This design comes from an exercise in tuning for small area, a short achievable clock period and few clock cycles per item on the open sky130 flow, not from production work.
RTL that was checked went through simulation tests only; none was proved equivalent to the original.
No activity file was given, so power comes from the tool's default toggle rates.

## run R
==> flow/design.v (excerpt) <==
module gsm7_alpha (
    input  wire        clk,
    input  wire        rst,           
    input  wire        cmd_valid,
    output wire        cmd_ready,
    input  wire [2:0]  cmd_op,
    input  wire [15:0] cmd_len,
    input  wire        in_valid,
    output wire        in_ready,
    input  wire [31:0] in_data,
    output reg         out_valid,
    input  wire        out_ready,
    output wire [20:0] out_data,
    output reg         res_valid,
    input  wire        res_ready,
    output wire [7:0]  res_err,
    output wire [15:0] res_count
);
Settings: LEC_CHECK=0, ABC_AREA=1, CAP_MARGIN=20, CORE_MARGIN=2, CORE_UTILIZATION=40, CTS_BUF_LIST=sky130_fd_sc_hd__clkbuf_8, CTS_CLUSTER_SIZE=40, SETUP_SLACK_MARGIN=5, SLEW_MARGIN=20; clock period 8.0 ns.
standard.sh (not shown) runs the stock make flow with config.mk's settings and CLKGATE_MAP_FILE= SYNTH_SCRIPT=/design/flow/synth_recipe.tcl, a recipe that flattens the netlist after the stock synthesis.
==> flow/flow/run.sh <==
#!/bin/bash
# The standard layout (standard.sh), with plain buf_1 cells as the port buffers
# instead of the default choice (repair_timing resizes them where timing needs it).
set -euo pipefail
bash standard.sh BUFFER_PORTS_ARGS="-buffer_cell sky130_fd_sc_hd__buf_1" finish > standard.log 2>&1
Run R completed end to end with timing, DRC and antenna clean.
Testbench counts of run R, summed over its fixed seeds: cycles 38,358, items 35,725.
For run G, these inputs were changed with respect to run R:
diff --git a/flow/design.v b/flow/design.v
--- a/flow/design.v
+++ b/flow/design.v
@@ -13,21 +13,20 @@
     output wire [20:0] out_data,
     output reg         res_valid,
     input  wire        res_ready,
     output wire [7:0]  res_err,
     output wire [15:0] res_count
 );
     reg         idle;         
     reg         inr;          
     reg         is_dec, is_val;
     reg  [1:0]  pol;
-    reg         imm, ie1;
     reg  [10:0] rem;          
     reg         st;           
     reg         flt;          
     reg         r_v, s_v;
     reg  [10:0] r_e, s_e;
     reg  [13:0] od;
     reg  [4:0]  err;          
     reg  [11:0] cnt;
     assign cmd_ready = idle;
     assign in_ready  = inr;
@@ -825,48 +824,46 @@
     wire pe      = r_v && !res_valid;
     wire go      = pe && can_out;
     wire f13  = r_bad;
     wire f14  = is_dec && !esc && b[7];
     wire fna  = is_enc && !alpha && (pol[0] == pol[1]);      
     wire flt_now = go && !flt && (f13 || f14 || fna);
     wire [4:0] f_code = {f13 || f14, 1'b0, f14 && !f13, f13 || (fna && pol[0]), f13 || (fna && !pol[0])};
     wire emit = !flt && (is_dec ? (esc || (b != 8'h1B && !b[7])) : (!is_val && (alpha || pol != 2'd2)));
     wire keep = !flt && !r_bad && (is_dec ? (esc && !xd) : (!is_val && xe && !half));
     wire cons = go && !keep;
-    wire drained = ((rem == 11'd0) || imm) && !r_v && !s_v;
-    wire tail    = !idle && is_dec && esc && !flt && drained;
+    wire drained = (rem == 11'd0) && !r_v && !s_v;
+    wire tail    = !idle && is_dec && !is_val && esc && !flt && drained;
     wire tail_go = tail && can_out;
     wire fin     = !idle && drained && !tail && !res_valid && can_out;
     wire r_v_n = cons ? (s_v || acc) : (r_v || acc);
-    wire r_ld  = !r_v || cons;
     wire s_v_n = cons ? (s_v && acc) : (s_v || (r_v && acc));
     wire rem1  = (rem == 11'd1);
     wire c_op  = (cmd_op[2:1] == 2'b11);
     wire c_len = (cmd_len > 16'd1024);
     wire c_imm = c_op || c_len;
     always @(posedge clk) begin
-        r_e <= ({11{r_ld && !s_v}} & in_e) | ({11{r_ld && s_v}} & s_e) | ({11{!r_ld}} & r_e);
+        if (!r_v || cons)
+            r_e <= s_v ? s_e : in_e;
         if (!s_v || cons)
             s_e <= in_e;
         if (go || tail_go)
             od <= tail ? 14'h00A0 : t_d;
         if (idle) begin
-            is_dec <= (cmd_op == 3'd5);
-            is_val <= (cmd_op == 3'd4);
-            pol    <= cmd_op[1:0];
-            imm    <= c_imm;
-            ie1    <= !c_op;
-            rem    <= cmd_len[10:0];
-            st     <= (cmd_op == 3'd4) && (cmd_len != 16'd0);
+            is_dec <= (cmd_op == 3'd5) || c_imm;
+            is_val <= (cmd_op == 3'd4) || c_imm;
+            pol    <= c_imm ? {1'b0, !c_op} : cmd_op[1:0];
+            rem    <= c_imm ? 11'd0 : cmd_len[10:0];
+            st     <= (cmd_op == 3'd4) && (cmd_len != 16'd0) && !c_len;
             flt    <= 1'b0;
         end else begin
-            rem <= rem - {10'd0, acc};
+            if (acc) rem <= rem - 11'd1;
             if (go && !flt) begin
                 if (is_dec)      st <= !esc && (b == 8'h1B);
                 else if (is_val) st <= alla && alpha;
                 else             st <= xe && !half;
             end
             if (flt_now) flt <= 1'b1;
             if (tail_go) st <= 1'b0;
         end
         if (rst) begin
             idle      <= 1'b1;
@@ -882,26 +879,26 @@
             s_v <= s_v_n;
             out_valid <= (go && emit) || tail_go || (out_valid && !out_ready);
             res_valid <= fin || (res_valid && !res_ready);
             if (idle)
                 idle <= !cmd_valid;
             else if (fin)
                 idle <= 1'b1;
             if (idle)
                 inr <= cmd_valid && !c_imm && (cmd_len != 16'd0);
             else
-                inr <= !imm && (rem != 11'd0) && !(rem1 && acc) && !(r_v_n && s_v_n);
+                inr <= (rem != 11'd0) && !(rem1 && acc) && !(r_v_n && s_v_n);
             if (res_valid && res_ready)
                 err <= 5'd0;
-            else if (fin && imm)
-                err <= {3'b100, ie1, 1'b0};
+            else if (fin && is_dec && is_val)
+                err <= {3'b100, pol[0], 1'b0};
             else if (flt_now)
                 err <= f_code;
             if (res_valid && res_ready)
                 cnt <= 12'd0;
             else if (fin && (flt || is_val))
-                cnt <= {11'd0, is_val && !imm && alla && !flt};
-            else
-                cnt <= cnt + {11'd0, out_valid && out_ready};
+                cnt <= {11'd0, is_val && !is_dec && alla && !flt};
+            else if (out_valid && out_ready)
+                cnt <= cnt + 12'd1;
         end
     end
 endmodule
--- outcome ---
Run R → run G: power spent charging and discharging nets moved up, wire length moved up, fraction of the mapped netlist area in adder cells moved down.
NOTE: total met3 wirelength after detailed routing in run G exceeds that of run R
Detailed-route vias per instance: run G vs run R up 0.59%
The more densely filled core belongs to run G, not run R.
When the final numbers for run G and run R were put side by side, the count of filler cells inserted in the layout turned out to be greater in run R.

## the baseline
Another version of the RTL of gsm7_alpha (not shown whole).
Size: ~820 cells after synthesis, about 110 I/O pins, about 5900 µm² of cells after synthesis.
## gsm7_alpha
module gsm7_alpha (
    input  wire        clk,
    input  wire        rst,           
    input  wire        cmd_valid,
    output wire        cmd_ready,
    input  wire [2:0]  cmd_op,
    input  wire [15:0] cmd_len,
    input  wire        in_valid,
    output wire        in_ready,
    input  wire [31:0] in_data,
    output reg         out_valid,
    input  wire        out_ready,
    output wire [20:0] out_data,
    output reg         res_valid,
    input  wire        res_ready,
    output wire [7:0]  res_err,
    output wire [15:0] res_count
);
==> flow/config.mk <==
export PLATFORM = sky130hd
export DESIGN_NAME = gsm7_alpha
export DESIGN_NICKNAME = gsm7_alpha
export VERILOG_FILES = /design/flow/design.v
export SDC_FILE = /design/flow/constraint.sdc
export NUM_CORES = 4
export LEC_CHECK = 0
export ABC_AREA = 1
export CAP_MARGIN = 20
export CORE_MARGIN = 2
export CORE_UTILIZATION = 40
export CTS_BUF_LIST = sky130_fd_sc_hd__clkbuf_8
export CTS_CLUSTER_SIZE = 40
export SETUP_SLACK_MARGIN = 5
export SLEW_MARGIN = 20
==> flow/constraint.sdc <==
create_clock -name core_clock -period 8.0 [get_ports {clk}]
set_input_delay 1.6000 -clock core_clock [delete_from_list [all_inputs] [get_ports {clk}]]
set_output_delay 1.6000 -clock core_clock [all_outputs]
set_load 0.01 [all_outputs]
Scripts as last shown in full above: flow/flow/run.sh
The following lists how the candidate was set up differently from the baseline:
--- a/flow/design.v
+++ b/flow/design.v
@@ -16,15 +16,14 @@
     output wire [7:0]  res_err,
     output wire [15:0] res_count
 );
     reg         idle;         
     reg         inr;          
     reg         is_dec, is_val;
     reg  [1:0]  pol;
-    reg         imm, ie1;
     reg  [10:0] rem;          
     reg         st;           
     reg         flt;          
     reg         r_v, s_v;
     reg  [10:0] r_e, s_e;
     reg  [13:0] od;
     reg  [4:0]  err;          
@@ -809,18 +808,16 @@
     assign t_257_ = ~((t_256_ | t_i[0]) & (t_112_ | t_023_));
     assign t_258_ = t_257_ & ~(t_100_);
     assign t_259_ = t_092_ & ~(t_258_);
     assign t_261_ = ~((t_259_ & t_255_) | t_126_);
     assign t_y[0] = ~((t_261_ & t_253_) | (t_251_ & t_157_));
     assign t_y[13] = ~(t_121_ | t_120_);
     assign t_y[12:9] = { 3'h0, t_y[8] };
-    reg [15:0] tq;
-    always @(posedge clk) tq <= t_y;
-    wire [1:0]  cls   = tq[15:14];      
-    wire [13:0] t_d   = tq[13:0];
+    wire [1:0]  cls   = t_y[15:14];      
+    wire [13:0] t_d   = t_y[13:0];
     wire        alpha = cls[1] ^ cls[0];
     wire xd = r_lo && (b == 8'h0A || b == 8'h14 || b == 8'h28 || b == 8'h29 || b == 8'h2F ||
                        b == 8'h3C || b == 8'h3D || b == 8'h3E || b == 8'h40 || b == 8'h65);
     wire xe = (r_gk && b == 8'h2C) ||
               (r_lo && (b == 8'h0C || b == 8'h5B || b == 8'h5C || b == 8'h5D || b == 8'h5E ||
                         b == 8'h7B || b == 8'h7C || b == 8'h7D || b == 8'h7E));
     wire can_out = !out_valid || out_ready;
@@ -830,16 +827,16 @@
     wire f14  = is_dec && !esc && b[7];
     wire fna  = is_enc && !alpha && (pol[0] == pol[1]);      
     wire flt_now = go && !flt && (f13 || f14 || fna);
     wire [4:0] f_code = {f13 || f14, 1'b0, f14 && !f13, f13 || (fna && pol[0]), f13 || (fna && !pol[0])};
     wire emit = !flt && (is_dec ? (esc || (b != 8'h1B && !b[7])) : (!is_val && (alpha || pol != 2'd2)));
     wire keep = !flt && !r_bad && (is_dec ? (esc && !xd) : (!is_val && xe && !half));
     wire cons = go && !keep;
-    wire drained = ((rem == 11'd0) || imm) && !r_v && !s_v;
-    wire tail    = !idle && is_dec && esc && !flt && drained;
+    wire drained = (rem == 11'd0) && !r_v && !s_v;
+    wire tail    = !idle && is_dec && !is_val && esc && !flt && drained;
     wire tail_go = tail && can_out;
     wire fin     = !idle && drained && !tail && !res_valid && can_out;
     wire r_v_n = cons ? (s_v || acc) : (r_v || acc);
     wire r_ld  = !r_v || cons;
     wire s_v_n = cons ? (s_v && acc) : (s_v || (r_v && acc));
     wire rem1  = (rem == 11'd1);
     wire c_op  = (cmd_op[2:1] == 2'b11);
@@ -848,21 +845,19 @@
     always @(posedge clk) begin
         r_e <= ({11{r_ld && !s_v}} & in_e) | ({11{r_ld && s_v}} & s_e) | ({11{!r_ld}} & r_e);
         if (!s_v || cons)
             s_e <= in_e;
         if (go || tail_go)
             od <= tail ? 14'h00A0 : t_d;
         if (idle) begin
-            is_dec <= (cmd_op == 3'd5);
-            is_val <= (cmd_op == 3'd4);
-            pol    <= cmd_op[1:0];
-            imm    <= c_imm;
-            ie1    <= !c_op;
-            rem    <= cmd_len[10:0];
-            st     <= (cmd_op == 3'd4) && (cmd_len != 16'd0);
+            is_dec <= (cmd_op == 3'd5) || c_imm;
+            is_val <= (cmd_op == 3'd4) || c_imm;
+            pol    <= c_imm ? {1'b0, !c_op} : cmd_op[1:0];
+            rem    <= c_imm ? 11'd0 : cmd_len[10:0];
+            st     <= (cmd_op == 3'd4) && (cmd_len != 16'd0) && !c_len;
             flt    <= 1'b0;
         end else begin
             rem <= rem - {10'd0, acc};
             if (go && !flt) begin
                 if (is_dec)      st <= !esc && (b == 8'h1B);
                 else if (is_val) st <= alla && alpha;
                 else             st <= xe && !half;
@@ -887,23 +882,23 @@
             if (idle)
                 idle <= !cmd_valid;
             else if (fin)
                 idle <= 1'b1;
             if (idle)
                 inr <= cmd_valid && !c_imm && (cmd_len != 16'd0);
             else
-                inr <= !imm && (rem != 11'd0) && !(rem1 && acc) && !(r_v_n && s_v_n);
+                inr <= (rem != 11'd0) && !(rem1 && acc) && !(r_v_n && s_v_n);
             if (res_valid && res_ready)
                 err <= 5'd0;
-            else if (fin && imm)
-                err <= {3'b100, ie1, 1'b0};
+            else if (fin && is_dec && is_val)
+                err <= {3'b100, pol[0], 1'b0};
             else if (flt_now)
                 err <= f_code;
             if (res_valid && res_ready)
                 cnt <= 12'd0;
             else if (fin && (flt || is_val))
-                cnt <= {11'd0, is_val && !imm && alla && !flt};
+                cnt <= {11'd0, is_val && !is_dec && alla && !flt};
             else
                 cnt <= cnt + {11'd0, out_valid && out_ready};
         end
     end
 endmodule
[summary]
Number of unique standard cell types used by synthesis: the candidate vs the baseline up 4. Delta (the candidate minus the baseline): first-pass GRT wire length went up by 1.8%; total of plain and repair buffers excluding clock buffers grew by 12%. Die area improves in the candidate relative to the baseline. The baseline → the candidate: net switching share of the total power higher; setup slack lower; site row count lower. Measured against each other, the baseline and the candidate differ in post-synth design cell area, the lower figure coming from the candidate. The candidate ended with less post-synthesis sequential element count than the baseline. | wire length per cell | the candidate vs the baseline | 3.7% higher |. From the baseline to the candidate the numbers moved as follows: critical path depth now sits lower, combinational cell fraction of total power now sits higher.
Function was not checked in any run of this note: the RTL went through the layout flow alone.

[what the ideal ports hide]
In the flow no input, the clock included, has a driving cell. The finished layouts below were timed again as built, in two steps.
Step 1, drivers: a clkbuf_16 drives clk and a buf_2 each remaining input, both assumed.
Step 2, shift: input delay + t, output delay - t, t = (earliest + latest rising clock arrival at the registers) / 2. This alone moves slack from input paths to output paths.
Slacks: ideal / step 1 / step 2; pairs: ideal / step 1.
| run | shift t [ns] | slack for setup (ns) | worst hold slack (ns) |
|---|---|---|---|
| run R | 0.401 | 5.116 / 5.116 / 4.754 | 0.464 / 0.464 / 0.464 |
| run G | 0.386 | 5.029 / 5.029 / 4.668 | 0.472 / 0.472 / 0.472 |
| the baseline | 0.400 | 5.120 / 5.132 / 4.732 | 0.463 / 0.463 / 0.463 |
| the candidate | 0.388 | 5.063 / 5.079 / 4.692 | 0.448 / 0.448 / 0.448 |
After both steps every run listed still meets setup and hold. The setup slack of the baseline, which loses most, moves by +0.012 ns with the drivers and by -0.388 ns with both steps.
